This design comes from an exercise in tuning for small area on the open sky130 flow, not from production work. In this exercise RTL edits were held to simulation tests only and were not proved equivalent to the original. Power is estimated from default activity; no workload was simulated.

## canicas_core
module canicas_core (
    input  wire        clk,
    input  wire        rst,           
    input  wire        init_ok,       
    input  wire        tick,          
    input  wire        rx_valid,      
    input  wire [7:0]  rx_data,
    input  wire        estop_in,      
    output reg         rx_arm,        
    output wire [3:0]  coil_h,
    output wire [3:0]  coil_vl,
    output wire [3:0]  coil_vr,
    output wire [11:0] servo_pulse
);
Size in the first run: roughly 770 cells after synthesis, roughly 39 I/O pins, roughly 6600 µm² of cells after synthesis.
clock: 120.0 ns
lec_check: 0
cap_margin: 20
core_margin: 2
core_utilization: 65
slew_margin: 20
standard.sh (not shown) runs the stock make flow with config.mk's settings and CLKGATE_MAP_FILE= SYNTH_SCRIPT=/design/flow/synth_recipe.tcl, a recipe that flattens the netlist after the stock synthesis.
==> flow/flow/run.sh <==
#!/bin/bash
# Standard synthesis; its combinational logic remapped for area by Yosys/ABC
# (registers and full adders untouched); then the standard layout with synthesis buffers
# removed, small cells for the port buffers and the clock tree (no dummy clock
# loads).  Each step's output goes to its own log in this folder.
set -euo pipefail
W=$(pwd)
bash standard.sh synth > std_synth.log 2>&1
R=$W/orfs/results/$FLOW_PLATFORM/canicas_core/base
LIB=$FLOW_HOME/platforms/$FLOW_PLATFORM/lib/sky130_fd_sc_hd__tt_025C_1v80.lib
DU=$(make -s -C "$FLOW_HOME" DESIGN_CONFIG="$W/config.mk" WORK_HOME="$W/orfs" print-DONT_USE_CELLS 2> print_vars.log | sed -n 's/^DONT_USE_CELLS: //p')
python3 flow/strip_lib.py "$LIB" allowed.lib "$DU" > strip_lib.log 2>&1
cp "$R/1_2_yosys.v" std_netlist.v
"${YOSYS_EXE:-$FLOW_HOME/../tools/install/yosys/bin/yosys}" -q -l resynth.log -s flow/resynth.ys > resynth.out 2>&1
cp resynth.v "$R/1_2_yosys.v"
rm -f "$R/1_synth.odb" "$R/1_synth.sdc"
export REMOVE_ABC_BUFFERS=1
export BUFFER_PORTS_ARGS="-buffer_cell sky130_fd_sc_hd__buf_1"
export CTS_ARGS="-sink_clustering_enable -repair_clock_nets -dont_use_dummy_load -buf_list sky130_fd_sc_hd__buf_4 -root_buf sky130_fd_sc_hd__buf_4 -sink_clustering_size 12"
bash standard.sh finish > std_layout.log 2>&1
Other scripts of this flow, unchanged in this note and not shown: flow/flow/resynth.abc, flow/flow/resynth.ys, flow/flow/strip_lib.py
The starting point completed without violations.
==> next run, changes <==
--- a/flow/design.v
+++ b/flow/design.v
@@ -63,16 +63,16 @@
                 assign cy10[gi+1] = (x8[gi] & x2[gi]) | ((x8[gi] | x2[gi]) & (xd[gi] | cy10[gi]));
             end else begin : g_2
                 assign sum10[gi]  = x8[gi] ^ x2[gi] ^ cy10[gi];
                 assign cy10[gi+1] = (x8[gi] & x2[gi]) | (x8[gi] & cy10[gi]) | (x2[gi] & cy10[gi]);
             end
         end
     endgenerate
-    wire        sat   = |sum10[35:31];
-    wire [31:0] acc_n = sat ? {neg, {31{~neg}}} : sum10[31:0];
+    wire [31:0] acc_n = {|sum10[35:31], sum10[30:0]};
+    wire [31:0] arg_mag = acc[31] ? {neg, {31{~neg}}} : acc;
     wire        big     = (|acc[31:9]) | (acc[8:0] > 9'd270);
     wire [8:0]  arg_ang = (big | (neg & (|acc[8:0]))) ? 9'd270 : acc[8:0];
     wire d_h = cmd_ready & (cls == C_H);
     wire d_v = cmd_ready & (cls == C_V);
     wire d_s = cmd_ready & (cls == C_S);
     wire nz_h   = val_h & ~(&nmag_h);
     wire nz_v   = val_v & ~(&nmag_v);
@@ -208,15 +208,15 @@
                 end else if (p_num | ~is_ws) begin
                     p_end <= 1'b1;
                 end
             end
         end
     end
     always @(posedge clk) begin
-        if (d_h) nmag_h <= ~acc; else nmag_h <= inc_h;
-        if (d_v) nmag_v <= ~acc; else nmag_v <= inc_v;
+        if (d_h) nmag_h <= ~arg_mag; else nmag_h <= inc_h;
+        if (d_v) nmag_v <= ~arg_mag; else nmag_v <= inc_v;
         if (code_b)
             acc <= 32'd0;
         else if (dig_upd)
             acc <= acc_n;
     end
 endmodule
- The changed run finished clean
- utilization is higher by 0.31 points
- count of clock-buffer cells in the layout stays the same
- combinational power increases by about 1%
- total power went up by about 0.9%
- critical path depth decreases by 2

* * *

canicas_core again, from the RTL that the note above started with.
==> flow/config.mk <==
export PLATFORM = sky130hd
export DESIGN_NAME = canicas_core
export DESIGN_NICKNAME = canicas_core
export VERILOG_FILES = /design/flow/design.v
export SDC_FILE = /design/flow/constraint.sdc
export NUM_CORES = 4
export LEC_CHECK = 0
export CAP_MARGIN = 20
export CORE_MARGIN = 2
export CORE_UTILIZATION = 65
export SLEW_MARGIN = 20
==> flow/constraint.sdc <==
create_clock -name core_clock -period 120.0 [get_ports {clk}]
set_input_delay 24.0000 -clock core_clock [delete_from_list [all_inputs] [get_ports {clk}]]
set_output_delay 24.0000 -clock core_clock [all_outputs]
set_load 0.01 [all_outputs]
==> flow/flow/run.sh <==
#!/bin/bash
# Standard synthesis; its combinational logic remapped for area by Yosys/ABC
# (registers and full adders untouched; deep synthesis from six seeds, the
# smallest result kept); then the standard layout with synthesis buffers
# removed, small cells for the port buffers and the clock tree (no dummy clock
# loads).  Each step's output goes to its own log in this folder.
set -euo pipefail
W=$(pwd)
bash standard.sh synth > std_synth.log 2>&1
R=$W/orfs/results/$FLOW_PLATFORM/canicas_core/base
LIB=$FLOW_HOME/platforms/$FLOW_PLATFORM/lib/sky130_fd_sc_hd__tt_025C_1v80.lib
DU=$(make -s -C "$FLOW_HOME" DESIGN_CONFIG="$W/config.mk" WORK_HOME="$W/orfs" print-DONT_USE_CELLS 2> print_vars.log | sed -n 's/^DONT_USE_CELLS: //p')
python3 flow/strip_lib.py "$LIB" allowed.lib "$DU" > strip_lib.log 2>&1
cp "$R/1_2_yosys.v" std_netlist.v
# ABC's deep synthesis from six random seeds, three at a time; keep the smallest.
YOSYS="${YOSYS_EXE:-$FLOW_HOME/../tools/install/yosys/bin/yosys}"
for s in 0 1 2 3 4 5; do
  mkdir -p "rs$s/flow"
  cp allowed.lib std_netlist.v "rs$s/"
  sed "s/^&deepsyn -T 60$/\&deepsyn -T 60 -S $s/" flow/resynth.abc > "rs$s/flow/resynth.abc"
  (cd "rs$s" && "$YOSYS" -q -l resynth.log -s ../flow/resynth.ys > resynth.out 2>&1) &
  if [[ $s == 2 ]]; then wait; fi
done
wait
best=""
best_area=""
for s in 0 1 2 3 4 5; do
  a=$(awk '/Chip area for module/ {print $NF}' "rs$s/resynth_stat.txt" 2>/dev/null || true)
  [[ -n "$a" && -s "rs$s/resynth.v" ]] || continue
  if [[ -z "$best" ]] || awk -v a="$a" -v b="$best_area" 'BEGIN { exit !(a < b) }'; then
    best=$s
    best_area=$a
  fi
done
echo "resynth: seed $best, area $best_area" > resynth_pick.log
cp "rs$best/resynth.v" "$R/1_2_yosys.v"
rm -f "$R/1_synth.odb" "$R/1_synth.sdc"
export REMOVE_ABC_BUFFERS=1
export BUFFER_PORTS_ARGS="-buffer_cell sky130_fd_sc_hd__buf_1"
export CTS_ARGS="-sink_clustering_enable -repair_clock_nets -dont_use_dummy_load -buf_list sky130_fd_sc_hd__buf_4 -root_buf sky130_fd_sc_hd__buf_4 -sink_clustering_size 12"
bash standard.sh finish > std_layout.log 2>&1
Other scripts of this flow, unchanged in this note and not shown: flow/flow/resynth.abc, flow/flow/resynth.ys, flow/flow/strip_lib.py
Change:
--- a/flow/design.v
+++ b/flow/design.v
@@ -8,21 +8,20 @@
     input  wire        estop_in,      
     output reg         rx_arm,        
     output wire [3:0]  coil_h,
     output wire [3:0]  coil_vl,
     output wire [3:0]  coil_vr,
     output wire [11:0] servo_pulse
 );
     localparam [8:0] SAFE_ANGLE = 9'd90;
     localparam [1:0] C_NONE = 2'd0, C_H = 2'd1, C_V = 2'd2, C_S = 2'd3;
     reg        [3:0]  idx;
-    reg               cmd_ready;
     reg        [1:0]  cls;             
     reg               halted;
     reg               estop_prev;
     reg               p_num;           
     reg               p_end;           
     reg               neg;
     reg        [31:0] acc;             
     reg               val_h, val_v;    
     reg               sgn_h, sgn_v;
     reg        [31:0] nmag_h, nmag_v;
@@ -64,20 +63,21 @@
             end else begin : g_2
                 assign sum10[gi]  = x8[gi] ^ x2[gi] ^ cy10[gi];
                 assign cy10[gi+1] = (x8[gi] & x2[gi]) | (x8[gi] & cy10[gi]) | (x2[gi] & cy10[gi]);
             end
         end
     endgenerate
     wire        sat   = |sum10[35:31];
     wire [31:0] acc_n = sat ? {neg, {31{~neg}}} : sum10[31:0];
     wire        big     = (|acc[31:9]) | (acc[8:0] > 9'd270);
     wire [8:0]  arg_ang = (big | (neg & (|acc[8:0]))) ? 9'd270 : acc[8:0];
+    wire cmd_ready = first & (cls != C_NONE);    
     wire d_h = cmd_ready & (cls == C_H);
     wire d_v = cmd_ready & (cls == C_V);
     wire d_s = cmd_ready & (cls == C_S);
     wire nz_h   = val_h & ~(&nmag_h);
     wire nz_v   = val_v & ~(&nmag_v);
     wire step_h = tck & ~estop & nz_h;
     wire step_v = tck & ~estop & nz_v;
     wire [32:0] ch, cv;
     assign ch[0] = step_h;
     assign cv[0] = step_v;
@@ -153,21 +153,21 @@
             assign sv_cy[gi+1] = (servo_ta[gi] & servo_tb[gi]) | (servo_ta[gi] & sv_cy[gi]) |
                                  (servo_tb[gi] & sv_cy[gi]);
         end
     endgenerate
     assign servo_pulse = sv_sum[15:4];
     always @(posedge clk) begin
         if (rst) begin
             halted     <= ~init_ok;
             estop_prev <= estop_in;
             idx        <= 4'd0;
-            cmd_ready  <= 1'b0;
+            cls        <= C_NONE;
             rx_arm     <= 1'b0;
             val_h      <= 1'b0;
             val_v      <= 1'b0;
             mv_h       <= 1'b0;
             mv_v       <= 1'b0;
             ph_h       <= 3'd0;
             ph_v       <= 3'd0;
             ang        <= SAFE_ANGLE;
         end else begin
             estop_prev <= estop_in;
@@ -181,21 +181,22 @@
                 mv_h <= 1'b1;
                 ph_h <= sgn_h ? ph_h - 3'd1 : ph_h + 3'd1;
             end
             if (step_v) begin
                 mv_v <= 1'b1;
                 ph_v <= sgn_v ? ph_v - 3'd1 : ph_v + 3'd1;
             end
             if (d_h) begin val_h <= 1'b1; sgn_h <= neg; end
             if (d_v) begin val_v <= 1'b1; sgn_v <= neg; end
             if (d_s) ang <= arg_ang;
-            cmd_ready <= rxv & is_lf & ~first & (cls != C_NONE);
+            if (cmd_ready | (store & (idx == 4'd15)))
+                cls <= C_NONE;
             if (rxv & is_lf)
                 idx <= 4'd0;
             else if (store)
                 idx <= idx + 4'd1;
             if (code_b) begin
                 cls   <= cls_n;
                 p_num <= 1'b0;
                 p_end <= 1'b0;
                 neg   <= 1'b0;
             end
After rerunning: The new run completed with no timing, DRC or antenna violations; die area falls by 1.0%; routed wire length rises by about 1%; final cell count rises by about 0.32%; combinational power rises by 86%; flip-flop and latch count falls by 1; register-to-register slack gets worse by 0.11 ns; synthesized area falls by 1.1%; final area falls by 1.1%; fmax is about the same; first-iteration DRC count falls by about 27%.

## separate check: timing with driven ports
The results above use ideal ports. As a check the final layouts listed here were re-extracted and re-timed, cells and wires unchanged. Step 1, drivers: a clkbuf_16 drives clk and a buf_2 each remaining input, both assumed. Step 2, shift: input delay + t, output delay - t, t = (earliest + latest rising clock arrival at the registers) / 2. This alone moves slack from input paths to output paths. Slacks: ideal ports / drivers / drivers and shift; pairs: ideal ports / drivers.
run | t, ns | setup WS [ns] | worst setup path at the end | cell pins on the clock port's net
the first run of note 1 | 0.474 | 81.975 / 81.985 / 81.511 | input to register | 1
the second run of note 1 | 0.491 | 82.771 / 82.783 / 82.292 | input to register | 1
the first run of note 2 | 0.451 | 82.080 / 82.084 / 81.633 | input to register | 1
the second run of note 2 | 0.497 | 82.057 / 82.064 / 81.567 | input to register | 1
After both steps setup and hold are still met in every run listed. The setup slack of the second run of note 2, which loses most, moves by +0.007 ns with the drivers and by -0.490 ns with both steps.
